Context: an optimization exercise on an open-source flow, tuned for small area, a short achievable clock period and few clock cycles per item. The choices shown serve that exercise and are no tape-out recipe. At most, simulation tests tie the RTL to the original design; equivalence was not proved. The RTL of runs 1 and 3 was laid out without a check of its function. No driver is modelled on the clock port, so clock power and skew are understated where the tree is cut down; a real chip needs a root buffer or a tree. Power figures rest on the tool's default switching activity, not on a simulated workload.

### flow/flow/run.sh
#!/bin/bash
export BUFFER_PORTS_ARGS="-buffer_cell sky130_fd_sc_hd__buf_1"
bash standard.sh > standard.log 2>&1
### flow/standard.sh
#!/bin/bash
# synth_recipe.tcl (not shown) runs the flow's synth.tcl, then flattens the netlist and writes it again
# the make line also repeats each setting of config.mk as NAME=value (left out here)
make -C /OpenROAD-flow-scripts/flow DESIGN_CONFIG=/design/flow/config.mk WORK_HOME=/design/flow/orfs CLKGATE_MAP_FILE= SYNTH_SCRIPT=/design/flow/synth_recipe.tcl "${@:-finish}"
### flow/config.mk
export PLATFORM = sky130hd
export DESIGN_NAME = p286_tmds_ser
export DESIGN_NICKNAME = p286_tmds_ser
export VERILOG_FILES = /design/flow/design.v
export SDC_FILE = /design/flow/constraint.sdc
export NUM_CORES = 4
export LEC_CHECK = 0
export ABC_AREA = 1
export CAP_MARGIN = 20
export CORE_MARGIN = 2
export CORE_UTILIZATION = 40
export SETUP_SLACK_MARGIN = 3.2
export SLEW_MARGIN = 20
### flow/constraint.sdc
create_clock -name core_clock -period 5.0 [get_ports {clk}]
set_input_delay 1.0000 -clock core_clock [delete_from_list [all_inputs] [get_ports {clk}]]
set_output_delay 1.0000 -clock core_clock [all_outputs]
set_load 0.01 [all_outputs]
### flow/design.v
module p286_tmds_ser (
    input  wire        clk,
    input  wire        rst,         
    input  wire        in_valid,
    output wire        in_ready,
    input  wire        in_ctl,      
    input  wire        in_hsync,    
    input  wire        in_vsync,    
    input  wire [23:0] in_rgb,      
    output wire        out_valid,
    output wire [5:0]  out_unit
);
    reg  [4:0] j_q;         
    reg        h_q;         
    reg        act_q;       
    reg        rdy_q;       
    reg        ld_q;        
    reg        act1_q;      
    reg        ov_q;        
    reg        pix_q;       
    reg        m0_q;        
    reg        m9_q;        
    reg  [9:0] ring_q [0:2];
    reg  [2:0] inv_q;
    reg  [2:0] o_q;
    wire i0   = !j_q[4] && !j_q[0];
        wire i9   =  j_q[4] && !j_q[3];
    wire i89  =  j_q[4] && !j_q[2];
    wire k354 = (j_q[2] && !j_q[3]) || (j_q[4] && j_q[0]) || (j_q[2] && !j_q[1]) || i9 || i0;
    wire t0     = !h_q && i0;
    wire t19    =  h_q && i9;
    wire pass1  = !h_q ? !i0 : i0;              
    wire mid    = pix_q && !h_q && !i0 && !i9;  
    wire accept = in_valid && ld_q;
    wire idle_n = !accept && ld_q;                
    always @(posedge clk) begin
        if (rst || idle_n) begin
            j_q <= 5'b10000;
            h_q <= 1'b1;
        end else begin
            j_q <= {j_q[3:0], !j_q[4]};
            h_q <= h_q ^ i9;
        end
        if (rst) begin
            act_q  <= 1'b0;
            rdy_q  <= 1'b1;
            ld_q   <= 1'b1;
            act1_q <= 1'b0;
            ov_q   <= 1'b0;
        end else begin
            act_q  <= accept || (act_q && !t19);
            rdy_q  <= !(in_valid && rdy_q) && (!act_q || (h_q && i89));
            ld_q   <= !(accept || (act_q && !(h_q && j_q[4] && !j_q[2])));
            act1_q <= act_q;
            ov_q   <= act1_q;
        end
        if (ld_q) begin
            pix_q <= !in_ctl;
            m0_q  <= !in_hsync;
            m9_q  <= in_hsync ^ in_vsync;
        end
    end
    genvar c;
    generate
        for (c = 0; c < 3; c = c + 1) begin : ch
            wire [9:0] r = ring_q[c];
            wire [7:0] din = in_rgb[8*c +: 8];
            wire a1 = r[2], a2 = r[3], a3 = r[4], a4 = r[5], a5 = r[6], a6 = r[7], a7 = r[8];
            wire p12 = a1 & a2, p34 = a3 & a4, o12 = a1 | a2, o34 = a3 | a4;
            wire ge1a = o12 | o34;
            wire ge2a = p12 | p34 | (o12 & o34);
            wire ge3a = (p12 & o34) | (p34 & o12);
            wire ge4a = p12 & p34;
            wire ge1b = a5 | a6 | a7;
            wire ge2b = (a5 & a6) | (a5 & a7) | (a6 & a7);
            wire ge3b = a5 & a6 & a7;
            wire maj = ge4a | (ge3a & ge1b) | (ge2a & ge2b) | (ge1a & ge3b);
            wire inv = inv_q[c];
            wire x   = r[9] ^ r[0] ^ inv;
            wire mk  = (c == 0) ? (i0 ? m9_q : m0_q) : 1'b0;
            wire k   = t0 ? 1'b1 : pix_q ? (i9 ? inv : !inv) : (k354 ^ mk);
            wire fb  = mid ? x : k;
            always @(posedge clk) begin
                if (ld_q)
                    ring_q[c] <= {fb, din, r[1]};
                else
                    ring_q[c] <= {fb, r[9:1]};
                if (!pass1)
                    inv_q[c] <= maj;
                o_q[c] <= mid ? !x : pass1 ? (k ^ pix_q) : r[0];
            end
        end
    endgenerate
    assign in_ready  = rdy_q;
    assign out_valid = ov_q;
    assign out_unit  = {~o_q[2], o_q[2], ~o_q[1], o_q[1], ~o_q[0], o_q[0]};
endmodule
==> results.txt, run 1 <==
RR Endpoint=j_q[4]; Final ANT Viol Nets=0; hold path start=ring_q[0][1]; WL per Instance=9.81 um; CTS clk-pin slew, worst paths=0.09 ns; Avg Synthesized Cell Area=7.48 um^2; Sequential Power Share=56.1%; maximum buffer depth of the clock tree=2; die height=76.6 um; RePlAce Congestion=0.731; Die Width=76.6 um; Worst EP required=4.00 ns; synth warn=2; FF+latch count, synth=50; Max Cap Viol=0; critical path type=flip-flop to output port; Routed WL=3860 um; synthesized area=2110 um^2; Post-CTS Setup Inserts=0; critical path peak fanout=2; # rows=26; worst r2r src=ld_q; Slowest Stage Delay on Critical Path=0.33 ns; clk root buf=clkbuf_8; critical path's slowest cell=dfxtp_2; port bufs=37; Final setup viols=0; commonest cells after routing, fill and taps aside=nand2_1 (123), dfxtp_1 (39), inv_1 (31), buf_1 (30); Worst Hold Endpoint=ring_q[0][0]; period utilisation layout=35.9%; Reg2Reg Setup Slack=3.42 ns; Max Slew Vio Count=0; Clock Sinks=50; routed vias/inst=4.43; P_sw=265 uW; layout cells sized above 1=9.91%; nets=354; leakage power=0.00119 uW; arrival time worst endpoint=0.79 ns; CTS H-tree depth=2; Fin Setup TNS=0 ns; Initial DRC Count=58; Crit. End Element=output port; Syn Inst Count=282; R2R cell count=3; commonest non-fill, non-tap cell in the layout=nand2_1; first-pass GRT wire length=6870 um; vias post-DR=1,742; type of origin of the critical path=flip-flop; RSZ-0062 raised after global routing=true; Top-Level Pins=38; EDFF count, synth=6; Initial Utilization=41.3%; Num CTS Buffers=5; Pwr Density=368 nW/um^2; Fill cells=545; Mapped Nets=314; Seq/Total Area, Yosys=50.3%; DP HPWL=2810 um; clock power share=25.3%; Synth-to-Final Area Change=15.2%; Ant. Diodes=0; synth unique cells=28; Fmax achieved=0.558 GHz; post-route cell area=2430 um^2; WHS Path Cells=0; async set-reset flop share out of synthesis=0%; internal power=631 uW; largest net degree at the start of global routing=36; vias in the first global route=1,628; worst path cell trace=inv_1 -> buf_2; outcome=finished clean; core area=5110 um^2; Hold Crit Class=flip-flop to flip-flop; placed cell area=2320 um^2; Final Critical Period=1.79 ns; maximum vdd drop=0.168 mV; number of iterations in the first detailed-routing pass=4; CTS tree=yes; Gate power share=18.6%; endpoints failing hold=0; Least-Margin Pin Slew=0.427 ns; Net Sw Frac=29.5%; GRT overflow=0; initial antenna violation count=0; die area=5870 um^2; clock latency (worst-skew pair)=0.31 ns; total track usage=14.6%; Max-slew headroom=71.3%; DRC viols=0; clock skew after layout=0.00412 ns; Most used DFF post-synth=dfxtp_1
[per-layer routing]
layer / GRT usage [%] / share of wire (%)
met1: 18.3 / 50
met2: 23.6 / 44
met3: 3.55 / 4.8
met5: 0 / 0
met4: 7.09 / 1.9
[worst max-delay path, delay by kind of cell, from the launching register on]
family / cells / cell delay (ns)
buffers and inverters: 2 / 0.15
flip-flops: 1 / 0.33
[what timing repair did]
item	4_1_cts	5_1_grt
resized for setup	10	7
hold buffers	0	0
pin swaps	0	0
endpoints found under the hold margin	0	0
endpoints found under the setup margin	29	8
[cell usage after synthesis (2+ instances only)]
cell	n	area (um^2)
inv_2	2	7.51
nand3_1	8	40.0
o221ai_1	3	26.3
inv_1	32	120
nor2_1	15	56.3
xnor2_1	3	26.3
nor2_2	2	12.5
o21ai_0	15	75.1
o21a_1	3	22.5
nand2_4	2	22.5
xor2_1	4	35.0
edfxtp_1	6	180
or2_2	2	12.5
a21oi_1	2	10.0
dfxtp_1	44	881
ha_1	2	25.0
nand2_1	123	462
clkbuf_1	4	15.0
[worst max path at each step]
stage	start	endpoint	slack [ns]	cells after the start
floorplan	rst	h_q	3.41	3
global placement	ld_q	j_q[4]	2.44	3
detailed placement	ld_q	j_q[4]	2.27	3
CTS	o_q[0]	out_unit[1]	3.19	2
global route	o_q[0]	out_unit[1]	3.16	2
finish	o_q[0]	out_unit[1]	3.21	2
[through the flow]
step	instances	setup WS, ns	power [uW]	utilization (%)	hold WS [ns]
finish	393	3.21	896	47.6	0.333
global route	393	3.16	961	47.6	0.344
CTS	393	3.19	903	47.4	0.335
detailed placement	385	2.27	672	45.4	0.314
global placement	385	2.44	668	45.4	0.311
floorplan	282	3.41	625	-	0.310
[power groups by stage]
stage                     Combinational [uW]  Clock (uW)  Sequential (uW)
final                                    167         227              502
after global routing                     194         256              511
after CTS                                165         236              502
after detailed placement                 162           0              510
after global placement                   160           0              508
after floorplan                          124           0              501
[layout make-up]
class / instances / area [um^2] / area share (%)
clock inverter: 3 / 16.3 / 0.669
inverter: 35 / 133 / 5.46
tap: 70 / 87.6 / 3.60
multi-input combinational: 193 / 902 / 37.1
sequential: 50 / 1070 / 44.0
timing repair buffer: 37 / 154 / 6.33
clock buffer: 5 / 68.8 / 2.83
[flip-flops by register name (all words and copies together), names as in the netlist]
name / count
ld_q: 1
act1_q: 1
ring_q: 30
m9_q: 1
h_q: 1
rdy_q: 1
j_q: 5
m0_q: 1
inv_q: 3
pix_q: 1
ov_q: 1
act_q: 1
o_q: 3
[cells by family after synthesis]
| group | after synthesis | share of synthesized area (%) |
|---|---|---|
| AND/OR/NAND/NOR | 156 | 30.7 |
| adder cells (fa/ha/maj) | 2 | 1.19 |
| flip-flops | 50 | 50.3 |
| buffers and inverters | 39 | 6.94 |
| AO/OA/AOI/OAI | 28 | 8.01 |
| XOR/XNOR | 7 | 2.91 |
==> inputs of run 2 (changes only) <==
--- a/flow/design.v
+++ b/flow/design.v
@@ -87,7 +87,7 @@
                     ring_q[c] <= {fb, r[9:1]};
                 if (!pass1)
                     inv_q[c] <= maj;
-                o_q[c] <= mid ? !x : pass1 ? (k ^ pix_q) : r[0];
+                o_q[c] <= pass1 ? (fb ^ pix_q) : r[0];
             end
         end
     endgenerate
==> run 2 against run 1 <==
  * Final cell count down 2.5%
  * Setup slack improved by 0.018 ns
  * Critical path depth is the same
  * Non-clock buffer count is the same
  * Count of clock-buffer cells in the layout grew 1
  * Highest routed layer unchanged
==> results.txt, run 2 <==
Fin Setup TNS=0 ns (unchanged); WHS Path Cells=0 (unchanged); worst path cell trace=inv_2 -> buf_6 (was inv_1 -> buf_2); maximum buffer depth of the clock tree=2 (unchanged); Num CTS Buffers=5 (unchanged); Synth top area share=43.1% (was 41.8%); Final Critical Period=1.77 ns (was 1.79 ns); placed cell area=2250 um^2 (was 2320 um^2); die area=5690 um^2 (was 5870 um^2); arrival time worst endpoint=0.77 ns (was 0.79 ns); endpoints failing hold=0 (unchanged); Ant. Diodes=0 (unchanged); Max Slew Vio Count=0 (unchanged); area leader, netlist=dfxtp_1 (unchanged); critical path's slowest cell=dfxtp_2 (unchanged); DRC viols=0 (unchanged); CTS clk-pin slew, worst paths=0.09 ns (about the same); Initial Utilization=40.8% (was 41.3%); core area=5010 um^2 (was 5110 um^2); Sequential Power Share=53.7% (was 56.1%); Final ANT Viol Nets=0 (unchanged); Most used DFF post-synth=dfxtp_1 (unchanged); P_sw=253 uW (was 265 uW); worst r2r src=ld_q (unchanged); RSZ-0062 raised after global routing=true (unchanged); outcome=finished clean (unchanged); Syn Inst Count=272 (was 282); commonest non-fill, non-tap cell in the layout=nand2_1 (unchanged); Slowest Stage Delay on Critical Path=0.34 ns (was 0.33 ns); critical path type=flip-flop to output port (unchanged); Die Width=75.5 um (was 76.6 um); clk root buf=clkbuf_8 (unchanged); RePlAce Congestion=0.727 (was 0.731); Crit. End Element=output port (unchanged); Top-Level Pins=38 (unchanged); clock skew after layout=0.00922 ns (was 0.00412 ns); commonest cells after routing, fill and taps aside=nand2_1 (107), dfxtp_1 (39), inv_1 (31), buf_1 (29), nor2_1 (18) (was nand2_1 (123), dfxtp_1 (39), inv_1 (31), buf_1 (30)); nets=344 (was 354); EDFF count, synth=6 (unchanged); Post-CTS Setup Inserts=0 (unchanged); Pwr Density=389 nW/um^2 (was 368 nW/um^2); Worst EP required=4.00 ns (about the same); vias post-DR=1,671 (was 1,742); Worst Hold Endpoint=ring_q[0][0] (unchanged); top cells by area, synth=dfxtp_1 (43%), nand2_1 (20%), edfxtp_1 (8.8%) (was dfxtp_1 (42%), nand2_1 (22%), edfxtp_1 (8.5%)); initial antenna violation count=0 (unchanged); FF+latch count, synth=50 (unchanged); hold path start=ring_q[0][1] (unchanged); # rows=26 (unchanged); DP HPWL=2660 um (was 2810 um); Seq/Total Area, Yosys=52.0% (was 50.3%); Routed WL=3580 um (was 3860 um); die height=75.5 um (was 76.6 um); layout cells sized above 1=10.2% (was 9.91%); Largest Register=ring_q (unchanged); Gate power share=16.8% (was 18.6%); Final setup viols=0 (unchanged); Mapped Nets=304 (was 314); clock power share=29.6% (was 25.3%); Max Cap Viol=0 (unchanged); count leader, synth=nand2_1 (unchanged); Hold Crit Class=flip-flop to flip-flop (unchanged); Avg Synthesized Cell Area=7.51 um^2 (was 7.48 um^2); Synth-to-Final Area Change=17.6% (was 15.2%); largest registers=ring_q x30, j_q x5 (unchanged); maximum vdd drop=0.182 mV (was 0.168 mV); internal power=681 uW (was 631 uW); Post-CTS Hold Buffers=0 (unchanged); clock latency (worst-skew pair)=0.30 ns (was 0.31 ns); period utilisation layout=35.5% (was 35.9%); first-pass GRT wire length=5980 um (was 6870 um); routed vias/inst=4.36 (was 4.43); Commonest cells post-synth=nand2_1 (107), dfxtp_1 (44), inv_1 (34) (was nand2_1 (123), dfxtp_1 (44), inv_1 (32)); type of origin of the critical path=flip-flop (unchanged); synth unique cells=23 (was 28); total track usage=13.8% (was 14.6%); post-route cell area=2400 um^2 (was 2430 um^2); vias in the first global route=1,439 (was 1,628); largest net degree at the start of global routing=36 (unchanged); Least-Margin Pin Slew=0.372 ns (was 0.427 ns); RR Endpoint=h_q (was j_q[4]); CTS tree=yes (unchanged); async set-reset flop share out of synthesis=0% (unchanged); port bufs=37 (unchanged); synth warn=2 (unchanged); Max-slew headroom=75.1% (was 71.3%); CTS H-tree depth=2 (unchanged); max reg flops=30 (unchanged); synthesized area=2040 um^2 (was 2110 um^2); number of iterations in the first detailed-routing pass=4 (unchanged); GRT overflow=0 (unchanged); R2R cell count=3 (unchanged); Fmax achieved=0.563 GHz (was 0.558 GHz); Net Sw Frac=27.1% (was 29.5%); Reg2Reg Setup Slack=3.50 ns (was 3.42 ns); WL per Instance=9.36 um (was 9.81 um); leakage power=0.00116 uW (was 0.00119 uW); critical path peak fanout=2 (unchanged); Initial DRC Count=81 (was 58); Clock Sinks=50 (unchanged)
==> run 2: changes by cell type in the layout (fill, tap and decap cells not counted), sizes merged, moves of 2 or more <==
cell    delta
a21oi      +4
or2        +2
nand2     -17
o21ai      +2
o21a       -3
nand3      +4
clkinv     -2
xor2       -3
==> run 2: critical path: cells and delay by family, from the launching register on <==
kind     cells  cell delay, ns
flops        1            0.34
buf+inv      2            0.13
==> run 2: cells by family after synthesis <==
logic type / synth area share [%]
buffers and inverters: 7.17
and+or+nand+nor: 28.4
xor gates and xnor gates: 1.72
DFF: 52.0
adders and majority gates: 1.23
AOI/OAI and AO/OA: 9.56
==> run 2: layer usage <==
metal	up-vias	GRT usage (%)	routed length, um
met3	7	3.97	163
met1	702	17.9	1790
met5	-	0	0
met4	0	5.85	65
li1	929	-	-
met2	33	21.5	1560
==> run 2: how the worst max path moves through the flow <==
| stage | from | endpoint | slack, ns |
|---|---|---|---|
| 2_1_floorplan | rst | j_q[4] | 3.45 |
| 3_3_place_gp | ld_q | j_q[4] | 2.44 |
| 3_5_place_dp | ld_q | j_q[4] | 2.35 |
| 4_1_cts | o_q[1] | out_unit[3] | 3.20 |
| 5_1_grt | o_q[1] | out_unit[3] | 3.18 |
| 6_report | o_q[1] | out_unit[3] | 3.23 |
==> run 2: stage by stage <==
stage / std cells / setup WS, ns / hold WS (ns) / power (uW) / util [%]
floorplan: 272 / 3.45 / 0.310 / 610 / -
global placement: 375 / 2.44 / 0.310 / 652 / 45.0
detailed placement: 375 / 2.35 / 0.312 / 655 / 45.0
CTS: 383 / 3.20 / 0.334 / 936 / 47.5
global route: 383 / 3.18 / 0.338 / 996 / 48.0
finish: 383 / 3.23 / 0.333 / 934 / 48.0
==> run 2: cell type report <==
cell class / instances / area, um^2
timing repair buffer: 37 / 168
fill: 527 / 2610
clock buffer: 6 / 72.6
clock inverter: 2 / 37.5
inverter: 35 / 133
tap: 70 / 87.6
sequential: 50 / 1070
multi-input combinational: 183 / 835
==> run 2: power by group through the flow <==
stage,clock (uW),sequential (uW),combinational (uW)
floorplan,0,500,110
global placement,0,508,144
detailed placement,0,509,146
CTS,287,501,149
global route,303,510,184
finish,276,502,157
==> run 2: what timing repair did <==
item	4_1_cts	5_1_grt
endpoints found under the setup margin	28	8
gates resized for setup	10	14
pin swaps	0	0
Testbench counts of run 2, summed over its fixed seeds: cycles 48,024, items 2,400.
==> inputs of run 3 (changes only) <==
--- a/flow/design.v
+++ b/flow/design.v
@@ -87,7 +87,7 @@
                     ring_q[c] <= {fb, r[9:1]};
                 if (!pass1)
                     inv_q[c] <= maj;
-                o_q[c] <= pass1 ? (fb ^ pix_q) : r[0];
+                o_q[c] <= mid ? !x : pass1 ? (k ^ pix_q) : r[0];
             end
         end
     endgenerate
==> flow/flow/run.sh (replaced) <==
#!/bin/bash
export BUFFER_PORTS_ARGS="-buffer_cell sky130_fd_sc_hd__buf_1"
export CTS_ARGS="-sink_clustering_enable -repair_clock_nets -root_buf sky130_fd_sc_hd__clkbuf_16 -buf_list sky130_fd_sc_hd__clkbuf_16 -dont_use_dummy_load"
export POST_CTS_TCL="$PWD/flow/drop_root.tcl"
bash standard.sh > standard.log 2>&1
==> flow/flow/drop_root.tcl (new file) <==
set block [ord::get_db_block]
set port_net [$block findNet clk]
set root ""
set nroot 0
foreach it [$port_net getITerms] { set root [$it getInst]; incr nroot }
if {$nroot != 1} { puts "drop_root: clock port drives $nroot pins, tree kept"; return }
set root_out ""
foreach it [$root getITerms] {
  if {[[$it getMTerm] getIoType] eq "OUTPUT"} { set root_out [$it getNet] }
}
set loads {}
set ok 1
foreach it [$root_out getITerms] {
  if {[$it getInst] eq $root} continue
  if {![string match "sky130_fd_sc_hd__clkbuf_*" [[[$it getInst] getMaster] getName]]} { set ok 0 }
  lappend loads $it
}
if {!$ok || [llength $loads] > 4} { puts "drop_root: root drives [llength $loads] pins, tree kept"; return }
puts "drop_root: removing [$root getName], port drives [llength $loads] buffers"
foreach it $loads { $it disconnect; $it connect $port_net }
foreach it [$root getITerms] { $it disconnect }
odb::dbInst_destroy $root
odb::dbNet_destroy $root_out
estimate_parasitics -placement
report_checks -path_delay max -format end
==> run 3 against run 2 <==
  * Synthesized cell count grew 3.7%
  * Count of clock-buffer cells in the layout decreased by 2
  * Clock skew is 0.0031 ns higher
  * Core utilization down 0.45 points
  * Sequential cell count unchanged
  * Hold slack got worse by 0.010 ns
  * Sequential share of layout area fell by 0.64 points
  * Routed wire length rose by 5.0%
  * Die area increased by 3.1%
  * Combinational power grew 3%
  * Area after synthesis up 3.3%
==> results.txt, run 3 <==
Pwr Density=370 nW/um^2 (was 389 nW/um^2); Die Width=76.6 um (was 75.5 um); total track usage=14.2% (was 13.8%); max reg flops=30 (unchanged); layout cells sized above 1=5.33% (was 10.2%); type of origin of the critical path=input port (was flip-flop); Reg2Reg Setup Slack=3.42 ns (was 3.50 ns); critical path peak fanout=6 (was 2); FF+latch count, synth=50 (unchanged); Fmax achieved=0.594 GHz (was 0.563 GHz); placed cell area=2320 um^2 (was 2250 um^2); synthesized area=2110 um^2 (was 2040 um^2); endpoints failing hold=0 (unchanged); Ant. Diodes=0 (unchanged); Routed WL=3760 um (was 3580 um); RSZ-0062 raised after global routing=false (was true); # rows=26 (unchanged); commonest cells after routing, fill and taps aside=nand2_1 (123), dfxtp_1 (43), buf_1 (37), inv_1 (32) (was nand2_1 (107), dfxtp_1 (39), inv_1 (31), buf_1 (29), nor2_1 (18)); Initial DRC Count=44 (was 81); Seq/Total Area, Yosys=50.3% (was 52.0%); Final Critical Period=1.68 ns (was 1.77 ns); largest net degree at the start of global routing=36 (unchanged); Crit. End Element=flip-flop (was output port); clock skew after layout=0.0123 ns (was 0.00922 ns); WL per Instance=9.67 um (was 9.36 um); maximum vdd drop=0.204 mV (was 0.182 mV); vias post-DR=1,728 (was 1,671); Top-Level Pins=38 (unchanged); async set-reset flop share out of synthesis=0% (unchanged); Hold Crit Class=flip-flop to flip-flop (unchanged); Fin Setup TNS=0 ns (unchanged); routed vias/inst=4.44 (was 4.36); EDFF count, synth=6 (unchanged); synth warn=2 (unchanged); top cells by area, synth=dfxtp_1 (42%), nand2_1 (22%), edfxtp_1 (8.5%) (was dfxtp_1 (43%), nand2_1 (20%), edfxtp_1 (8.8%)); post-route cell area=2430 um^2 (was 2400 um^2); clock latency (worst-skew pair)=0.13 ns (was 0.30 ns); Largest Register=ring_q (unchanged); initial antenna violation count=0 (unchanged); Synth top area share=41.8% (was 43.1%); Commonest cells post-synth=nand2_1 (123), dfxtp_1 (44), inv_1 (32) (was nand2_1 (107), dfxtp_1 (44), inv_1 (34)); nets=353 (was 344); Final ANT Viol Nets=0 (unchanged); area leader, netlist=dfxtp_1 (unchanged); GRT overflow=0 (unchanged); fin cells=389 (was 383); critical path type=input port to flip-flop (was flip-flop to output port); Synth-to-Final Area Change=15.0% (was 17.6%); vias in the first global route=1,611 (was 1,439); Worst EP required=5.02 ns (was 4.00 ns); first-pass GRT wire length=6800 um (was 5980 um); Most used DFF post-synth=dfxtp_1 (unchanged); number of iterations in the first detailed-routing pass=4 (unchanged); die area=5870 um^2 (was 5690 um^2); DRC viols=0 (unchanged); die height=76.6 um (was 75.5 um); Max-slew headroom=71.3% (was 75.1%); Clock Sinks=50 (unchanged); Syn Inst Count=282 (was 272); Max Cap Viol=0 (unchanged); largest registers=ring_q x30, j_q x5 (unchanged); Final setup viols=0 (unchanged); arrival time worst endpoint=1.70 ns (was 0.77 ns); period utilisation layout=33.7% (was 35.5%); Initial Utilization=41.3% (was 40.8%); RePlAce Congestion=0.731 (was 0.727); count leader, synth=nand2_1 (unchanged); Cells after DPL=385 (was 375); port bufs=37 (unchanged); outcome=finished clean (unchanged); Avg Synthesized Cell Area=7.48 um^2 (was 7.51 um^2); Max Slew Vio Count=0 (unchanged); synth unique cells=28 (was 23); Least-Margin Pin Slew=0.427 ns (was 0.372 ns); CTS clk-pin slew, worst paths=0.06 ns (was 0.09 ns); DP HPWL=2810 um (was 2660 um); leakage power=0.00118 uW (was 0.00116 uW); Mapped Nets=314 (was 304); core area=5110 um^2 (was 5010 um^2); commonest non-fill, non-tap cell in the layout=nand2_1 (unchanged)
==> run 3: logic make-up (layout without fill, tap and decap cells) <==
group / Yosys count / in the layout / synth area share (%)
flops: 50 / 50 / 50.3
simple gates: 156 / 156 / 30.7
xor+xnor: 7 / 7 / 2.91
compound gates: 28 / 28 / 8.01
buf+inv: 39 / 76 / 6.94
fa+ha+maj: 2 / 2 / 1.19
==> run 3: worst paths after layout <==
path / startpoint / to / cells after the start
setup / recovery: rst / j_q[4] / 4
hold / removal: ring_q[2][1] / ring_q[2][0] / 0
setup reg to reg: ld_q / j_q[4] / 3
hold reg to reg: ring_q[2][1] / ring_q[2][0] / 0
==> run 3: worst max-delay path, stage by stage <==
cell     delay, ns
buf_1         0.10
inv_1         0.11
o21ai_1       0.18
or2_2         0.31
==> run 3: area by class of cell <==
class	count	area (um^2)
fill	546	2680
sequential	50	1060
multi-input combinational	193	902
timing repair buffer	37	139
inverter	35	133
clock buffer	4	100
tap	70	87.6
==> run 3: power by group <==
part	internal (uW)	switching [uW]	total, uW
clock network	142	94.3	237
logic	68.0	92.6	161
registers	462	39.8	501
total	672	227	899
==> run 3: metal layers <==
layer  global-route usage [%]  vias to the layer above  share of wire [%]
met1                     18.3                      743                 50
li1                         -                      947                  -
met2                     23.4                       33                 45
met5                        0                        -                  0
met4                     4.91                        0                1.6
met3                     3.20                        5                3.7
==> run 3: metrics by stage <==
stage | util [%] | setup slack [ns] | total power, uW | hold slack [ns]
2_1_floorplan | - | 3.41 | 625 | 0.310
3_3_place_gp | 45.4 | 2.44 | 668 | 0.311
3_5_place_dp | 45.4 | 2.27 | 672 | 0.314
5_1_grt | 47.5 | 3.25 | 963 | 0.330
6_report | 47.5 | 3.32 | 899 | 0.323
==> inputs of run 4 (changes only) <==
--- a/flow/design.v
+++ b/flow/design.v
@@ -87,7 +87,7 @@
                     ring_q[c] <= {fb, r[9:1]};
                 if (!pass1)
                     inv_q[c] <= maj;
-                o_q[c] <= mid ? !x : pass1 ? (k ^ pix_q) : r[0];
+                o_q[c] <= pass1 ? (fb ^ pix_q) : r[0];
             end
         end
     endgenerate
==> run 4 against run 3 <==
  * Core utilization shrank 0.42 points
  * Via count fell by 2.8%
  * Total power fell by 1.2%
  * Clock power increased by 2%
  * Combinational power is 9% lower
  * Highest routed layer unchanged
  * Synthesized cell count shrank 3.5%
  * Sequential share of layout area rose by 1.3 points
  * Final cell count is 2.6% lower
==> results.txt, run 4 <==
core area=5010 um^2 (was 5110 um^2); Slowest Stage Delay on Critical Path=0.34 ns (was 0.31 ns); internal power=664 uW (was 672 uW); Least-Margin Pin Slew=0.377 ns (was 0.427 ns); Max Cap Viol=0 (unchanged); P_sw=224 uW (was 227 uW); max reg flops=30 (unchanged); Final ANT Viol Nets=0 (unchanged); commonest cells after routing, fill and taps aside=nand2_1 (107), dfxtp_1 (43), buf_1 (37), inv_1 (34), nor2_1 (18) (was nand2_1 (123), dfxtp_1 (43), buf_1 (37), inv_1 (32)); clock skew after layout=0.0144 ns (was 0.0123 ns); synth warn=2 (unchanged); delay-heaviest family, CP=flip-flops (was simple AND/OR/NAND/NOR gates); worst path cell trace=buf_1 (was buf_1 -> inv_1 -> o21ai_1 -> or2_2); type of origin of the critical path=flip-flop (was input port); largest registers=ring_q x30, j_q x5 (unchanged); Max-slew headroom=74.7% (was 71.3%); FF+latch count, synth=50 (unchanged); WL per Instance=9.56 um (was 9.67 um); Crit. End Element=output port (was flip-flop); area leader, netlist=dfxtp_1 (unchanged); routed vias/inst=4.43 (was 4.44); Die Width=75.5 um (was 76.6 um); Avg Synthesized Cell Area=7.51 um^2 (was 7.48 um^2); Ant. Diodes=0 (unchanged); DRC viols=0 (unchanged); critical path peak fanout=2 (was 6); Mapped Nets=304 (was 314); Cells after DPL=375 (was 385); largest net degree at the start of global routing=36 (unchanged); Max Slew Vio Count=0 (unchanged); clock power share=27.1% (was 26.3%); GRT overflow=0 (unchanged); hold path start=ring_q[0][1] (was ring_q[2][1]); port bufs=37 (unchanged); Hold Crit Class=flip-flop to flip-flop (unchanged); arrival time worst endpoint=0.63 ns (was 1.70 ns); Synth-to-Final Area Change=15.5% (was 15.0%); async set-reset flop share out of synthesis=0% (unchanged); die area=5690 um^2 (was 5870 um^2); synth unique cells=23 (was 28); die height=75.5 um (was 76.6 um); critical path's slowest cell=dfxtp_1 (was or2_2); vias post-DR=1,679 (was 1,728); Top-Level Pins=38 (unchanged); R2R cell count=9 (was 3); synthesized area=2040 um^2 (was 2110 um^2); Worst Path Buf+Inv=1 (was 2); Sequential Power Share=56.4% (was 55.8%); vias in the first global route=1,455 (was 1,611); # rows=26 (unchanged); DP HPWL=2660 um (was 2810 um); Pwr Density=376 nW/um^2 (was 370 nW/um^2); commonest non-fill, non-tap cell in the layout=nand2_1 (unchanged); Final Critical Period=1.63 ns (was 1.68 ns); layout cells sized above 1=4.53% (was 5.33%); fin cells=379 (was 389); Largest Register=ring_q (unchanged); Worst Hold Endpoint=ring_q[0][0] (was ring_q[2][0]); clock latency (worst-skew pair)=0.13 ns (about the same); Final setup viols=0 (unchanged); Reg2Reg Setup Slack=3.47 ns (was 3.42 ns); Initial DRC Count=101 (was 44); nets=343 (was 353); count leader, synth=nand2_1 (unchanged); first-pass GRT wire length=6030 um (was 6800 um); Routed WL=3620 um (was 3760 um); CTS clk-pin slew, worst paths=0.07 ns (was 0.06 ns); Commonest cells post-synth=nand2_1 (107), dfxtp_1 (44), inv_1 (34) (was nand2_1 (123), dfxtp_1 (44), inv_1 (32)); RePlAce Congestion=0.727 (was 0.731); RR Endpoint=o_q[2] (was j_q[4]); Syn Inst Count=272 (was 282); Seq/Total Area, Yosys=52.0% (was 50.3%); Net Sw Frac=25.2% (about the same); top cells by area, synth=dfxtp_1 (43%), nand2_1 (20%), edfxtp_1 (8.8%) (was dfxtp_1 (42%), nand2_1 (22%), edfxtp_1 (8.5%)); WHS Path Cells=0 (unchanged); critical path type=flip-flop to output port (was input port to flip-flop); number of iterations in the first detailed-routing pass=5 (was 4); initial antenna violation count=0 (unchanged); Clock Sinks=50 (unchanged); Fin Setup TNS=0 ns (unchanged); Initial Utilization=40.8% (was 41.3%); endpoints failing hold=0 (unchanged); Worst path depth=1 (was 4); maximum vdd drop=0.204 mV (about the same); Most used DFF post-synth=dfxtp_1 (unchanged); worst r2r src=j_q[3] (was ld_q); EDFF count, synth=6 (unchanged); total track usage=13.5% (was 14.2%); leakage power=0.00113 uW (was 0.00118 uW); RSZ-0062 raised after global routing=false (unchanged); outcome=finished clean (unchanged); Worst EP required=4.00 ns (was 5.02 ns); Gate power share=16.5% (was 17.9%); Fmax achieved=0.613 GHz (was 0.594 GHz); Synth top area share=43.1% (was 41.8%); period utilisation layout=32.6% (was 33.7%)
run 4: changes by cell type in the layout (fill, tap and decap cells not counted), sizes merged, moves of 2 or more:
cell / delta
o21a: -3
nand3: +4
or2: +2
xor2: -3
a21oi: +4
o21ai: +2
nand2: -17
run 4: layout make-up:
cell class | count | area, um^2
sequential | 50 | 1060
multi-input combinational | 183 | 835
timing repair buffer | 37 | 139
fill | 536 | 2650
clock buffer | 4 | 100
inverter | 35 | 133
tap | 70 | 87.6
run 4: kinds of logic (layout without fill, tap and decap cells):
family | count (synthesis) | count (layout) | synth area share [%]
DFF | 50 | 50 | 52.0
and+or+nand+nor | 144 | 144 | 28.4
buffers and inverters | 39 | 76 | 7.17
AOI/OAI and AO/OA | 33 | 33 | 9.56
xor gates and xnor gates | 4 | 4 | 1.72
adders and majority gates | 2 | 2 | 1.23
run 4: worst max path at each step:
stage,from,endpoint,slack (ns)
2_1_floorplan,rst,j_q[4],3.45
3_3_place_gp,ld_q,j_q[4],2.44
3_5_place_dp,ld_q,j_q[4],2.35
5_1_grt,j_q[3],o_q[0],3.29
6_report,rdy_q,in_ready,3.37
run 4: power by group through the flow:
stage	Sequential, uW	Clock, uW	Combinational (uW)
after floorplan	500	0	110
after global placement	508	0	144
after detailed placement	509	0	146
after global routing	508	263	173
final	501	241	146
run 4: through the flow:
step,instance area (um^2),worst slack (ns),hold WS (ns),total power (uW),util [%]
global placement,2250,2.44,0.310,652,45.0
finish,2360,3.37,0.327,888,47.1
global route,2360,3.29,0.330,944,47.1
detailed placement,2250,2.35,0.312,655,45.0
floorplan,2040,3.45,0.310,610,-
run 4: layer usage:
metal,global-route usage [%],share of wire (%),vias up
li1,-,-,926
met1,17.6,50,715
met2,22.4,45,33
met3,2.38,3.5,5
met4,4.87,1.5,0
met5,0,0,-
Testbench counts of run 4, summed over its fixed seeds: cycles 48,024, items 2,400.
==> inputs of run 5 (changes only) <==
==> flow/flow/run.sh (replaced) <==
#!/bin/bash
export BUFFER_PORTS_ARGS="-buffer_cell sky130_fd_sc_hd__buf_1"
export CTS_ARGS="-sink_clustering_enable -repair_clock_nets -root_buf sky130_fd_sc_hd__clkbuf_8 -buf_list sky130_fd_sc_hd__clkbuf_8 -dont_use_dummy_load"
export POST_CTS_TCL="$PWD/flow/drop_root.tcl"
bash standard.sh > standard.log 2>&1
--- a/flow/config.mk
+++ b/flow/config.mk
@@ -5,7 +5,6 @@
 export SDC_FILE = /design/flow/constraint.sdc
 export NUM_CORES = 4
 export LEC_CHECK = 0
-export ABC_AREA = 1
 export CAP_MARGIN = 20
 export CORE_MARGIN = 2
 export CORE_UTILIZATION = 40
==> run 5 against run 4 <==
  * Die area grew 4.4%
  * Clock skew rose by 0.0054 ns
  * Count of clock-buffer cells in the layout unchanged
  * Routed wire length is 0.83% lower
  * Hold slack improved by 0.0055 ns
  * Total power fell by 4.1%
  * Largest power group unchanged
==> results.txt, run 5 <==
Gate power share=20.8% (was 16.5%); maximum vdd drop=0.141 mV (was 0.204 mV); Initial Utilization=41.6% (was 40.8%); Most used DFF post-synth=dfxtp_1 (unchanged); RSZ-0062 raised after global routing=false (unchanged); largest registers=ring_q x30, j_q x5 (unchanged); delay-heaviest family, CP=simple AND/OR/NAND/NOR gates (was flip-flops); EDFF count, synth=6 (unchanged); vias post-DR=1,613 (was 1,679); post-route cell area=2420 um^2 (was 2360 um^2); nets=285 (was 343); die area=5940 um^2 (was 5690 um^2); Largest Register=ring_q (unchanged); first-pass GRT wire length=6260 um (was 6030 um); FF+latch count, synth=50 (unchanged); Synth top area share=41.2% (was 43.1%); synth unique cells=42 (was 23); async set-reset flop share out of synthesis=0% (unchanged); Max-slew headroom=73.0% (was 74.7%); clock latency (worst-skew pair)=0.15 ns (was 0.13 ns); area leader, netlist=dfxtp_1 (unchanged); Top-Level Pins=38 (unchanged); count leader, synth=dfxtp_1 (was nand2_1); P_sw=226 uW (was 224 uW); Met1 Routed Length=1650 um (was 1810 um); routed vias/inst=5.02 (was 4.43); top layer reached by signal wires=met4 (unchanged); GRT overflow=0 (unchanged); Routed WL=3590 um (was 3620 um); clock power share=20.2% (was 27.1%); vias in the first global route=1,483 (was 1,455); synth warn=2 (unchanged); synthesized area=2140 um^2 (was 2040 um^2); Least-Margin Pin Slew=0.404 ns (was 0.377 ns); core area=5140 um^2 (was 5010 um^2); commonest cells after routing, fill and taps aside=dfxtp_1 (41), buf_1 (34), mux2_2 (22), nand2_1 (19), o21ai_0 (16) (was nand2_1 (107), dfxtp_1 (43), buf_1 (37), inv_1 (34), nor2_1 (18)); Max Slew Vio Count=0 (unchanged); total track usage=12.9% (was 13.5%); clock skew after layout=0.0198 ns (was 0.0144 ns); Commonest cells post-synth=dfxtp_1 (44), mux2_2 (22), nand2_1 (19) (was nand2_1 (107), dfxtp_1 (44), inv_1 (34)); # rows=26 (unchanged); Mapped Nets=247 (was 304); Net Sw Frac=26.5% (was 25.2%); outcome=finished clean (unchanged); WHS Path Cells=0 (unchanged); number of iterations in the first detailed-routing pass=4 (was 5); Syn Inst Count=215 (was 272); WL met3=182 um (was 127 um); Ant. Diodes=0 (unchanged); critical path's slowest cell=dfxtp_1 (unchanged); Final ANT Viol Nets=0 (unchanged); top cells by area, synth=dfxtp_1 (41%), mux2_2 (12%), edfxtp_1 (8.4%) (was dfxtp_1 (43%), nand2_1 (20%), edfxtp_1 (8.8%)); max reg flops=30 (unchanged); Hold Crit Class=flip-flop to flip-flop (unchanged); Pwr Density=352 nW/um^2 (was 376 nW/um^2); met2 wire length=1700 um (was 1630 um); Synth-to-Final Area Change=13.1% (was 15.5%); arrival time worst endpoint=1.69 ns (was 0.63 ns); commonest non-fill, non-tap cell in the layout=dfxtp_1 (was nand2_1); Crit. End Element=flip-flop (was output port); Slowest Stage Delay on Critical Path=0.44 ns (was 0.34 ns); leakage power=0.000961 uW (was 0.00113 uW); Fmax achieved=0.604 GHz (was 0.613 GHz); largest net degree at the start of global routing=33 (was 36); die height=77.1 um (was 75.5 um); R2R cell count=5 (was 9); RePlAce Congestion=0.793 (was 0.727); placed cell area=2340 um^2 (was 2250 um^2); Initial DRC Count=113 (was 101); Most Frequent Cell on Critical Path=inv_1; DRC viols=0 (unchanged); Clock Sinks=50 (unchanged); Seq/Total Area, Yosys=49.6% (was 52.0%); Worst path depth=5 (was 1); Sequential Power Share=59.0% (was 56.4%); worst path cell trace=inv_1 -> ha_1 -> inv_1 -> nor4_1 -> nor2_1 (was buf_1); layout cells sized above 1=14.3% (was 4.53%); type of origin of the critical path=flip-flop (unchanged); Max Cap Viol=0 (unchanged); period utilisation layout=33.1% (was 32.6%); CTS clk-pin slew, worst paths=0.09 ns (was 0.07 ns); initial antenna violation count=0 (unchanged); Fin Setup TNS=0 ns (unchanged); critical path peak fanout=7 (was 2); Final setup viols=0 (unchanged); DP HPWL=2650 um (was 2660 um); port bufs=37 (unchanged); Avg Synthesized Cell Area=9.94 um^2 (was 7.51 um^2); Worst EP required=5.03 ns (was 4.00 ns); WL per Instance=11.2 um (was 9.56 um); critical path type=flip-flop to flip-flop (was flip-flop to output port); Worst Path Buf+Inv=2 (was 1); endpoints failing hold=0 (unchanged); Die Width=77.1 um (was 75.5 um); internal power=626 uW (was 664 uW); Final Critical Period=1.66 ns (was 1.63 ns)
## run 5: cell count changes after synthesis, sizes merged, moves of 7 or more
cell	previous run	this run
a21oi	6	14
and2	0	7
inv	34	12
nand3	12	3
nand2	109	19
mux2	0	22
## run 5: worst paths after layout
path                startpoint            to  slack (ns)
hold reg to reg   ring_q[0][1]  ring_q[0][0]        0.33
setup / recovery           h_q        o_q[1]        3.34
hold / removal    ring_q[0][1]  ring_q[0][0]        0.33
setup reg to reg           h_q        o_q[1]        3.34
## run 5: cell families after synthesis
| logic type | Yosys count | synth area share (%) |
|---|---|---|
| buf+inv | 18 | 3.34 |
| xor+xnor | 10 | 4.10 |
| compound gates | 49 | 14.1 |
| flops | 50 | 49.6 |
| mux | 24 | 12.5 |
| simple gates | 58 | 13.2 |
| fa+ha+maj | 6 | 3.04 |
## run 5: worst register-to-register path: stages (launching register included)
cell	delay, ns
dfxtp_1	0.44
inv_1	0.10
ha_1	0.40
inv_1	0.16
nor4_1	0.35
nor2_1	0.10
## run 5: routing by layer
| layer | vias to the layer above | track usage [%] |
|---|---|---|
| met3 | 6 | 2.94 |
| met4 | 0 | 4.29 |
| met1 | 732 | 16.5 |
| met2 | 41 | 21.6 |
| met5 | - | 0 |
| li1 | 834 | - |
## run 5: layout make-up
type                       instances  area (um^2)
tap                               70         87.6
inverter                          12         45.0
sequential                        50         1060
timing repair buffer              38          150
clock buffer                       4         55.1
fill                             515         2720
multi-input combinational        147         1010
## run 5: power by group through the flow
stage                     logic [uW]  registers [uW]  clock network [uW]
after floorplan                  137             503                   0
after global placement           173             510                   0
after detailed placement         176             511                   0
after global routing             203             511                 193
final                            177             503                 172
## run 5: metrics by stage
| stage | hold slack (ns) | worst slack, ns | total power (uW) | cells | util, % |
|---|---|---|---|---|---|
| 2_1_floorplan | 0.310 | 3.51 | 639 | 215 | - |
| 3_3_place_gp | 0.311 | 3.27 | 683 | 317 | 45.6 |
| 3_5_place_dp | 0.313 | 3.26 | 687 | 317 | 45.6 |
| 5_1_grt | 0.345 | 3.21 | 907 | 321 | 47.0 |
| 6_report | 0.333 | 3.34 | 852 | 321 | 47.0 |
==> inputs of run 6 (changes only) <==
--- a/flow/config.mk
+++ b/flow/config.mk
@@ -5,6 +5,7 @@
 export SDC_FILE = /design/flow/constraint.sdc
 export NUM_CORES = 4
 export LEC_CHECK = 0
+export ABC_AREA = 1
 export CAP_MARGIN = 20
 export CORE_MARGIN = 2
 export CORE_UTILIZATION = 40
==> run 6 against run 5 <==
  * Critical endpoint is now in_ready
  * Clock power is essentially flat
  * Critical path depth is 4 lower
  * Total power shrank 4.3%
  * Register-to-register slack improved by 0.15 ns
  * Count of clock-buffer cells in the layout is the same
==> results.txt, run 6 <==
Final setup viols=0 (unchanged); Die Width=75.5 um (was 77.1 um); Fin Setup TNS=0 ns (unchanged); first-pass GRT wire length=5920 um (was 6260 um); synth unique cells=23 (was 42); CTS clk-pin slew, worst paths=0.09 ns (about the same); Slowest Stage Delay on Critical Path=0.36 ns (was 0.44 ns); Max Cap Viol=0 (unchanged); RePlAce Congestion=0.727 (was 0.793); Net Sw Frac=26.9% (was 26.5%); synth warn=2 (unchanged); commonest cells after routing, fill and taps aside=nand2_1 (107), dfxtp_1 (42), inv_1 (34), buf_1 (33), nor2_1 (18) (was dfxtp_1 (41), buf_1 (34), mux2_2 (22), nand2_1 (19), o21ai_0 (16)); clock skew after layout=0.0161 ns (was 0.0198 ns); Final Critical Period=1.64 ns (was 1.66 ns); number of iterations in the first detailed-routing pass=4 (unchanged); FF+latch count, synth=50 (unchanged); period utilisation layout=32.7% (was 33.1%); largest net degree at the start of global routing=36 (was 33); clock power share=20.7% (was 20.2%); arrival time worst endpoint=0.64 ns (was 1.69 ns); die height=75.5 um (was 77.1 um); internal power=596 uW (was 626 uW); outcome=finished clean (unchanged); WL per Instance=9.30 um (was 11.2 um); area leader, netlist=dfxtp_1 (unchanged); leakage power=0.00112 uW (was 0.000961 uW); Hold Crit Class=flip-flop to flip-flop (unchanged); Crit. End Element=output port (was flip-flop); routed vias/inst=4.37 (was 5.02); Sequential Power Share=61.3% (was 59.0%); # rows=26 (unchanged); Fill cells=536 (was 515); nets=343 (was 285); P_sw=219 uW (was 226 uW); largest registers=ring_q x30, j_q x5 (unchanged); Pwr Density=351 nW/um^2 (was 352 nW/um^2); vias in the first global route=1,418 (was 1,483); initial antenna violation count=0 (unchanged); DP Worst Slack=2.35 ns (was 3.26 ns); Synth-to-Final Area Change=13.6% (was 13.1%); Final ANT Viol Nets=0 (unchanged); layout cells sized above 1=6.15% (was 14.3%); port bufs=37 (unchanged); Largest Register=ring_q (unchanged); top cells by area, synth=dfxtp_1 (43%), nand2_1 (20%), edfxtp_1 (8.8%) (was dfxtp_1 (41%), mux2_2 (12%), edfxtp_1 (8.4%)); final worst slack=3.36 ns (was 3.34 ns); DRC viols=0 (unchanged); Initial Utilization=40.8% (was 41.6%); GRT overflow=0 (unchanged); EDFF count, synth=6 (unchanged); Gate power share=17.9% (was 20.8%); endpoints failing hold=0 (unchanged); critical path type=flip-flop to output port (was flip-flop to flip-flop); Avg Synthesized Cell Area=7.51 um^2 (was 9.94 um^2); synthesized area=2040 um^2 (was 2140 um^2); Worst EP required=4.00 ns (was 5.03 ns); critical path peak fanout=2 (was 7); Max-slew headroom=74.3% (was 73.0%); Syn Inst Count=272 (was 215); core area=5010 um^2 (was 5140 um^2); Synth top area share=43.1% (was 41.2%); Fmax achieved=0.611 GHz (was 0.604 GHz); commonest non-fill, non-tap cell in the layout=nand2_1 (was dfxtp_1); total track usage=13.4% (was 12.9%); Mapped Nets=304 (was 247); async set-reset flop share out of synthesis=0% (unchanged); Least-Margin Pin Slew=0.383 ns (was 0.404 ns); Max Slew Vio Count=0 (unchanged); Clock Sinks=50 (unchanged); Worst Path Buf+Inv=1 (was 2); DP HPWL=2660 um (was 2650 um); clock latency (worst-skew pair)=0.15 ns (about the same); Total Power=815 uW (was 852 uW); RSZ-0062 raised after global routing=false (unchanged); Most used DFF post-synth=dfxtp_1 (unchanged); max reg flops=30 (unchanged); Initial DRC Count=100 (was 113); maximum vdd drop=0.165 mV (was 0.141 mV); Top-Level Pins=38 (unchanged); Routed WL=3520 um (was 3590 um); Commonest cells post-synth=nand2_1 (107), dfxtp_1 (44), inv_1 (34) (was dfxtp_1 (44), mux2_2 (22), nand2_1 (19)); Seq/Total Area, Yosys=52.0% (was 49.6%); critical path's slowest cell=dfxtp_1 (unchanged); die area=5690 um^2 (was 5940 um^2); Ant. Diodes=0 (unchanged); count leader, synth=nand2_1 (was dfxtp_1); delay-heaviest family, CP=flip-flops (was simple AND/OR/NAND/NOR gates); vias post-DR=1,657 (was 1,613); worst path cell trace=buf_2 (was inv_1 -> ha_1 -> inv_1 -> nor4_1 -> nor2_1); type of origin of the critical path=flip-flop (unchanged)
==> run 6: power groups by stage <==
stage                     combinational, uW  sequential [uW]  clock (uW)
final                                   146              500         169
after global routing                    174              508         190
after detailed placement                146              509           0
after global placement                  144              508           0
after floorplan                         110              500           0
==> run 6: metal layers <==
metal	track usage (%)	share of wire (%)	wire, um
met5	0	0	0
met4	4.09	1.4	49
met3	3.17	4.1	146
met2	21.8	44	1550
met1	17.6	50	1780
==> run 6: kinds of logic after synthesis <==
| family | after synthesis | synth area share (%) |
|---|---|---|
| buf+inv | 39 | 7.17 |
| compound gates | 33 | 9.56 |
| simple gates | 144 | 28.4 |
| xor+xnor | 4 | 1.72 |
| fa+ha+maj | 2 | 1.23 |
| flops | 50 | 52.0 |
==> run 6: per-stage QoR <==
stage / cell area, um^2 / hold WS (ns) / utilization [%] / instances
after floorplan: 2040 / 0.310 / - / 272
after global placement: 2250 / 0.310 / 45.0 / 375
after detailed placement: 2250 / 0.312 / 45.0 / 375
after global routing: 2320 / 0.335 / 46.3 / 379
final: 2320 / 0.331 / 46.3 / 379
==> run 6: area by class of cell <==
cell class / count / area, um^2 / area share [%]
Clock buffer: 4 / 55.1 / 2.37
Timing Repair Buffer: 37 / 144 / 6.20
Sequential cell: 50 / 1070 / 46.0
Inverter: 35 / 133 / 5.72
Tap cell: 70 / 87.6 / 3.78
Multi-Input combinational cell: 183 / 835 / 36.0
==> run 6: path summary, 6_finish.rpt <==
kind | cells past startpoint | endpoint | slack [ns] | start
max | 1 | in_ready | 3.36 | rdy_q
min | 0 | ring_q[0][0] | 0.33 | ring_q[0][1]
min reg2reg | 0 | ring_q[0][0] | 0.33 | ring_q[0][1]
max reg2reg | 3 | h_q | 3.49 | ld_q
==> inputs of run 7 (changes only) <==
--- a/flow/design.v
+++ b/flow/design.v
@@ -14,7 +14,6 @@
     reg        h_q;         
     reg        act_q;       
     reg        rdy_q;       
-    reg        ld_q;        
     reg        act1_q;      
     reg        ov_q;        
     reg        pix_q;       
@@ -31,8 +30,8 @@
     wire t19    =  h_q && i9;
     wire pass1  = !h_q ? !i0 : i0;              
     wire mid    = pix_q && !h_q && !i0 && !i9;  
-    wire accept = in_valid && ld_q;
-    wire idle_n = !accept && ld_q;                
+    wire accept = in_valid && rdy_q;
+    wire idle_n = !accept && rdy_q;                
     always @(posedge clk) begin
         if (rst || idle_n) begin
             j_q <= 5'b10000;
@@ -44,17 +43,15 @@
         if (rst) begin
             act_q  <= 1'b0;
             rdy_q  <= 1'b1;
-            ld_q   <= 1'b1;
             act1_q <= 1'b0;
             ov_q   <= 1'b0;
         end else begin
             act_q  <= accept || (act_q && !t19);
-            rdy_q  <= !(in_valid && rdy_q) && (!act_q || (h_q && i89));
-            ld_q   <= !(accept || (act_q && !(h_q && j_q[4] && !j_q[2])));
+            rdy_q  <= !accept && (!act_q || (h_q && i89));
             act1_q <= act_q;
             ov_q   <= act1_q;
         end
-        if (ld_q) begin
+        if (rdy_q) begin
             pix_q <= !in_ctl;
             m0_q  <= !in_hsync;
             m9_q  <= in_hsync ^ in_vsync;
@@ -81,7 +78,7 @@
             wire k   = t0 ? 1'b1 : pix_q ? (i9 ? inv : !inv) : (k354 ^ mk);
             wire fb  = mid ? x : k;
             always @(posedge clk) begin
-                if (ld_q)
+                if (rdy_q)
                     ring_q[c] <= {fb, din, r[1]};
                 else
                     ring_q[c] <= {fb, r[9:1]};
--- a/flow/config.mk
+++ b/flow/config.mk
@@ -9,5 +9,5 @@
 export CAP_MARGIN = 20
 export CORE_MARGIN = 2
 export CORE_UTILIZATION = 40
-export SETUP_SLACK_MARGIN = 3.2
+export SETUP_SLACK_MARGIN = 2.5
 export SLEW_MARGIN = 20
==> run 7 against run 6 <==
  * Still clean
  * Clock power about the same
  * Combinational power up 18%
  * Fmax down 0.12%
  * Area after synthesis down 0.86%
  * Hold slack lost 0.0020 ns
  * Count of clock-buffer cells in the layout did not move
  * Total power grew 1.8%
  * Final cell count is 1.1% lower
  * Synthesized cell count shrank 0.74%
  * Critical endpoint is now out_unit[1]
==> results.txt, run 7 <==
outcome=finished clean (unchanged); # rows=25 (was 26); type of origin of the critical path=flip-flop (unchanged); EDFF count, synth=6 (unchanged); Fin Setup TNS=0 ns (unchanged); Mapped Nets=302 (was 304); met3 Resource Use GR=3.75% (was 3.17%); routed vias/inst=4.41 (was 4.37); largest net degree at the start of global routing=37 (was 36); top cells by area, synth=dfxtp_1 (43%), nand2_1 (19%), edfxtp_1 (8.9%) (was dfxtp_1 (43%), nand2_1 (20%), edfxtp_1 (8.8%)); critical path's slowest cell=dfxtp_1 (unchanged); Die Width=75.1 um (was 75.5 um); commonest non-fill, non-tap cell in the layout=nand2_1 (unchanged); Max Cap Viol=0 (unchanged); Seq/Total Area, Yosys=51.4% (was 52.0%); Ant. Diodes=0 (unchanged); Initial Utilization=42.0% (was 40.8%); Max Slew Vio Count=0 (unchanged); Max-slew headroom=75.4% (was 74.3%); Pwr Density=362 nW/um^2 (was 351 nW/um^2); Critical Path Start=o_q[0] (was rdy_q); port bufs=37 (unchanged); Commonest cells post-synth=nand2_1 (104), dfxtp_1 (43), inv_1 (32) (was nand2_1 (107), dfxtp_1 (44), inv_1 (34)); Setup crit end=out_unit[1] (was in_ready); Worst path depth=2 (was 1); first-pass GRT wire length=6120 um (was 5920 um); CTS clk-pin slew, worst paths=0.08 ns (was 0.09 ns); Slowest Stage Delay on Critical Path=0.32 ns (was 0.36 ns); worst path cell trace=inv_1 -> buf_1 (was buf_2); M1 GR Usage=19.5% (was 17.6%); Syn Inst Count=270 (was 272); Largest Register=ring_q (unchanged); core area=4820 um^2 (was 5010 um^2); commonest cells after routing, fill and taps aside=nand2_1 (104), dfxtp_1 (43), buf_1 (37), inv_1 (32), nor2_1 (17) (was nand2_1 (107), dfxtp_1 (42), inv_1 (34), buf_1 (33), nor2_1 (18)); Top-Level Pins=38 (unchanged); Crit. End Element=output port (unchanged); busiest grt layer=met2 (unchanged); Routed WL=3460 um (was 3520 um); Least-Margin Pin Slew=0.366 ns (was 0.383 ns); DP Worst Slack=3.32 ns (was 2.35 ns); GRT met2 Usage=22.5% (was 21.8%); synth warn=2 (unchanged); nets=342 (was 343); Synth top area share=42.5% (was 43.1%); vias in the first global route=1,423 (was 1,418); die height=75.1 um (was 75.5 um); period utilisation layout=32.8% (was 32.7%); Initial DRC Count=81 (was 100); critical path type=flip-flop to output port (unchanged); number of iterations in the first detailed-routing pass=4 (unchanged); Most used DFF post-synth=dfxtp_1 (unchanged); DRC viols=0 (unchanged); delay-heaviest family, CP=flip-flops (unchanged); worst r2r src=j_q[4] (was ld_q); max reg flops=30 (unchanged); hold slack=0.329 ns (was 0.331 ns); Worst Path Buf+Inv=2 (was 1); area leader, netlist=dfxtp_1 (unchanged); synthesized area=2020 um^2 (was 2040 um^2); RSZ-0062 raised after global routing=false (unchanged); Synth-to-Final Area Change=13.3% (was 13.6%); Final setup viols=0 (unchanged); DP HPWL=2620 um (was 2660 um); layout cells sized above 1=4.87% (was 6.15%); Reg2Reg Setup Slack=3.54 ns (was 3.49 ns); Hold Crit Class=flip-flop to flip-flop (unchanged); arrival time worst endpoint=0.64 ns (about the same); Cells after DPL=371 (was 375); clock skew after layout=0.00434 ns (was 0.0161 ns); maximum vdd drop=0.134 mV (was 0.165 mV); leakage power=0.00111 uW (was 0.00112 uW); initial antenna violation count=0 (unchanged); largest registers=ring_q x30, j_q x5 (unchanged); GRT overflow=0 (unchanged); R2R cell count=3 (unchanged); Final Critical Period=1.64 ns (about the same); async set-reset flop share out of synthesis=0% (unchanged); final worst slack=3.36 ns (about the same); Fmax achieved=0.610 GHz (was 0.611 GHz); Avg Synthesized Cell Area=7.50 um^2 (was 7.51 um^2); die area=5650 um^2 (was 5690 um^2); Clock Sinks=49 (was 50); WL per Instance=9.22 um (was 9.30 um); critical path peak fanout=2 (unchanged); RePlAce Congestion=0.717 (was 0.727); total track usage=14.2% (was 13.4%); fin cells=375 (was 379); Final ANT Viol Nets=0 (unchanged); FF+latch count, synth=49 (was 50); Worst EP required=4.00 ns (about the same); RR Endpoint=inv_q[1] (was h_q); clock latency (worst-skew pair)=0.14 ns (was 0.15 ns); vias post-DR=1,652 (was 1,657); synth unique cells=24 (was 23); count leader, synth=nand2_1 (unchanged); endpoints failing hold=0 (unchanged)
## run 7: cell type report
class	instances	area, um^2
repair buffers	38	146
well taps	67	83.8
inverters	35	131
multi-input cells	182	837
flip-flops and latches	49	1040
fillers	503	2520
clock buffers	4	55.1
## run 7: cell families (layout without fill, tap and decap cells)
group	Yosys count	count (layout)	share of synthesized area, %
xor gates and xnor gates	5	5	2.16
AOI/OAI and AO/OA	29	29	8.47
and+or+nand+nor	146	146	29.5
adders and majority gates	2	2	1.24
DFF	49	49	51.4
buffers and inverters	39	77	7.23
## run 7: stage by stage
| step | cell area, um^2 | power [uW] | util [%] |
|---|---|---|---|
| 2_1_floorplan | 2020 | 625 | - |
| 3_5_place_dp | 2240 | 674 | 46.5 |
| 3_3_place_gp | 2240 | 672 | 46.5 |
| 5_1_grt | 2290 | 892 | 47.6 |
| 6_report | 2290 | 830 | 47.6 |
## run 7: worst min-delay path by stage
stage | start | endpoint | slack, ns | depth (start not counted)
6_report | ring_q[2][1] | ring_q[2][0] | 0.33 | 0
5_1_grt | ring_q[0][1] | ring_q[0][0] | 0.34 | 0
3_5_place_dp | ring_q[0][1] | ring_q[0][0] | 0.31 | 0
3_3_place_gp | ring_q[0][1] | ring_q[0][0] | 0.31 | 0
2_1_floorplan | ring_q[0][1] | ring_q[0][0] | 0.31 | 0
## run 7: layer usage
layer	up-vias	routed length [um]
met5	-	0
met4	0	38
met3	4	119
met2	26	1480
met1	696	1820
li1	926	-
## run 7: report_power, final
part / leakage [uW] / internal [uW] / switching [uW]
Clock: 0.0000288 / 73.2 / 93.4
Sequential: 0.000421 / 456 / 34.4
Combinational: 0.000660 / 70.9 / 102
Total: 0.00111 / 600 / 230
Testbench counts of run 7, summed over its fixed seeds: cycles 48,024, items 2,400.
==> inputs of run 8 (changes only) <==
--- a/flow/config.mk
+++ b/flow/config.mk
@@ -9,5 +9,5 @@
 export CAP_MARGIN = 20
 export CORE_MARGIN = 2
 export CORE_UTILIZATION = 40
-export SETUP_SLACK_MARGIN = 2.5
+export SETUP_SLACK_MARGIN = 3.45
 export SLEW_MARGIN = 20
==> run 8 against run 7 <==
  * Global-route usage about the same
  * Hold slack about the same
  * Register-to-register slack improved by 0.11 ns
  * Combinational power increased by 8%
  * Synthesized cell count unchanged
  * Cell area increased by 2.4%
  * Clock power about the same
  * Final cell count unchanged
  * Sequential share of layout area decreased by 0.74 points
==> results.txt, run 8 <==
EDFF count, synth=6 (unchanged); Avg Synthesized Cell Area=7.50 um^2 (unchanged); commonest cells after routing, fill and taps aside=nand2_1 (104), dfxtp_1 (37), inv_1 (29), buf_1 (29) (was nand2_1 (104), dfxtp_1 (43), buf_1 (37), inv_1 (32), nor2_1 (17)); port bufs=37 (unchanged); Final setup viols=0 (unchanged); WHS Path Cells=0 (unchanged); area leader, netlist=dfxtp_1 (unchanged); worst r2r src=j_q[4] (unchanged); Mapped Nets=302 (unchanged); outcome=finished clean (unchanged); Hold Crit Class=flip-flop to flip-flop (unchanged); Initial DRC Count=66 (was 81); GRT met2 Usage=22.8% (was 22.5%); Initial Utilization=42.0% (unchanged); Fmax achieved=0.619 GHz (was 0.610 GHz); RSZ-0062 raised after global routing=true (was false); Layout Utilization=48.8% (was 47.6%); Syn Inst Count=270 (unchanged); commonest non-fill, non-tap cell in the layout=nand2_1 (unchanged); count leader, synth=nand2_1 (unchanged); Most used DFF post-synth=dfxtp_1 (unchanged); total track usage=14.2% (about the same); arrival time worst endpoint=0.61 ns (was 0.64 ns); synthesized area=2020 um^2 (unchanged); Worst Hold Endpoint=ring_q[2][0] (unchanged); Clock Sinks=49 (unchanged); Final ANT Viol Nets=0 (unchanged); Max Cap Viol=0 (unchanged); top cells by area, synth=dfxtp_1 (43%), nand2_1 (19%), edfxtp_1 (8.9%) (unchanged); leakage power=0.00114 uW (was 0.00111 uW); routed vias/inst=4.41 (about the same); Max Slew Vio Count=0 (unchanged); Die Width=75.1 um (unchanged); DP HPWL=2620 um (unchanged); Final Critical Period=1.61 ns (was 1.64 ns); number of iterations in the first detailed-routing pass=4 (unchanged); die height=75.1 um (unchanged); largest net degree at the start of global routing=37 (unchanged); GRT overflow=0 (unchanged); clock power share=19.8% (was 20.1%); Routed WL=3470 um (was 3460 um); DRC viols=0 (unchanged); critical path peak fanout=2 (unchanged); met3 Resource Use GR=3.75% (unchanged); max reg flops=30 (unchanged); clock skew after layout=0.00408 ns (was 0.00434 ns); RePlAce Congestion=0.717 (unchanged); period utilisation layout=32.3% (was 32.8%); die area=5650 um^2 (unchanged); Least-Margin Pin Slew=0.333 ns (was 0.366 ns); Sequential Power Share=58.2% (was 59.1%); R2R cell count=3 (unchanged); first-pass GRT wire length=6130 um (was 6120 um); vias post-DR=1,655 (was 1,652); synth unique cells=24 (unchanged); busiest grt layer=met2 (unchanged); vias in the first global route=1,444 (was 1,423); Reg2Reg Setup Slack=3.65 ns (was 3.54 ns); CTS clk-pin slew, worst paths=0.08 ns (about the same); RR Endpoint=inv_q[1] (unchanged); core area=4820 um^2 (unchanged); Net Sw Frac=27.5% (was 27.7%); Fill cells=493 (was 503); initial antenna violation count=0 (unchanged); maximum vdd drop=0.135 mV (was 0.134 mV); async set-reset flop share out of synthesis=0% (unchanged); FF+latch count, synth=49 (unchanged); type of origin of the critical path=flip-flop (unchanged); M1 GR Usage=19.2% (was 19.5%); Commonest cells post-synth=nand2_1 (104), dfxtp_1 (43), inv_1 (32) (unchanged); Ant. Diodes=0 (unchanged); Synth top area share=42.5% (unchanged); largest registers=ring_q x30, j_q x5 (unchanged); Pwr Density=361 nW/um^2 (was 362 nW/um^2); synth warn=2 (unchanged); Largest Register=ring_q (unchanged); P_sw=233 uW (was 230 uW); layout cells sized above 1=11.0% (was 4.87%); hold path start=ring_q[2][1] (unchanged); Gate power share=22.0% (was 20.8%); Seq/Total Area, Yosys=51.4% (unchanged); Top-Level Pins=38 (unchanged); # rows=25 (unchanged); Fin Setup TNS=0 ns (unchanged); internal power=614 uW (was 600 uW); critical path type=flip-flop to output port (unchanged); nets=342 (unchanged); endpoints failing hold=0 (unchanged); Synth-to-Final Area Change=16.1% (was 13.3%); WL per Instance=9.26 um (was 9.22 um); clock latency (worst-skew pair)=0.14 ns (about the same); Crit. End Element=output port (unchanged); Worst EP required=4.00 ns (about the same); Max-slew headroom=77.8% (was 75.4%)
-- run 8: worst max-delay path, stage by stage (launching register included) --
cell     delay, ns
dfxtp_2       0.34
inv_2         0.03
buf_6         0.10
-- run 8: per-layer routing --
layer	vias to the layer above	part of all wire (%)
li1	924	-
met1	700	51
met2	27	44
met3	4	3.9
met4	0	1.2
met5	-	0
-- run 8: power groups by stage --
stage	combinational [uW]	sequential, uW	clock, uW
2_1_floorplan	128	498	0
5_1_grt	220	502	187
6_report	186	494	168
3_3_place_gp	173	499	0
3_5_place_dp	174	500	0
-- run 8: how the worst max path moves through the flow --
stage / start / to / slack, ns
after global routing: o_q[0] / out_unit[1] / 3.35
final: o_q[0] / out_unit[1] / 3.39
after floorplan: rdy_q / in_ready / 3.50
after global placement: rst / j_q[4] / 3.33
after detailed placement: rst / h_q / 3.32
-- run 8: logic make-up after synthesis --
| logic type | synth area share (%) |
|---|---|
| simple gates | 29.5 |
| flops | 51.4 |
| buf+inv | 7.23 |
| compound gates | 8.47 |
| xor+xnor | 2.16 |
| fa+ha+maj | 1.24 |
-- run 8: final cells by class --
| cell class | instances | area [um^2] | share of cell area [%] |
|---|---|---|---|
| multi-input combinational | 182 | 843 | 35.9 |
| inverter | 35 | 131 | 5.59 |
| timing repair buffer | 38 | 188 | 7.99 |
| tap | 67 | 83.8 | 3.57 |
| clock buffer | 4 | 55.1 | 2.34 |
| sequential | 49 | 1050 | 44.6 |
-- run 8: per-stage QoR --
stage | area [um^2] | instances | hold WS, ns | power, uW | setup WS, ns
3_5_place_dp | 2240 | 371 | 0.314 | 674 | 3.32
5_1_grt | 2350 | 375 | 0.340 | 909 | 3.35
2_1_floorplan | 2020 | 270 | 0.310 | 625 | 3.50
3_3_place_gp | 2240 | 371 | 0.310 | 672 | 3.33
6_report | 2350 | 375 | 0.329 | 848 | 3.39

[port drivers added, routing unchanged]
In the flow no input, the clock included, has a driving cell. The finished layouts below were timed again as built, in two steps.
Step 1 assumes that a clkbuf_16 drives the clock port and a buf_2 every other input.
Step 2 also shifts input and output timing later by t, the mid clock arrival at the registers, as if the neighbouring blocks saw the same clock.
a / b / c = ideal / step 1 / step 2; a / b = the first two.
run	shift t [ns]	slack for setup (ns)	clock arrival spread, ns
run 1	0.334	3.207 / 3.180 / 3.171	0.004 / 0.004
run 2	0.320	3.225 / 3.198 / 3.219	0.009 / 0.010
run 3	0.195	3.317 / 3.311 / 3.172	0.012 / 0.013
run 4	0.191	3.368 / 3.304 / 3.225	0.014 / 0.015
run 5	0.189	3.344 / 3.314 / 3.244	0.020 / 0.020
run 6	0.189	3.363 / 3.311 / 3.228	0.017 / 0.017
run 7	0.188	3.361 / 3.310 / 3.322	0.004 / 0.004
run 8	0.189	3.385 / 3.334 / 3.354	0.004 / 0.004
After both steps every run listed still meets setup and hold. For run 3, which loses most, drivers alone change the setup slack by -0.006 ns; drivers and shift together by -0.145 ns.
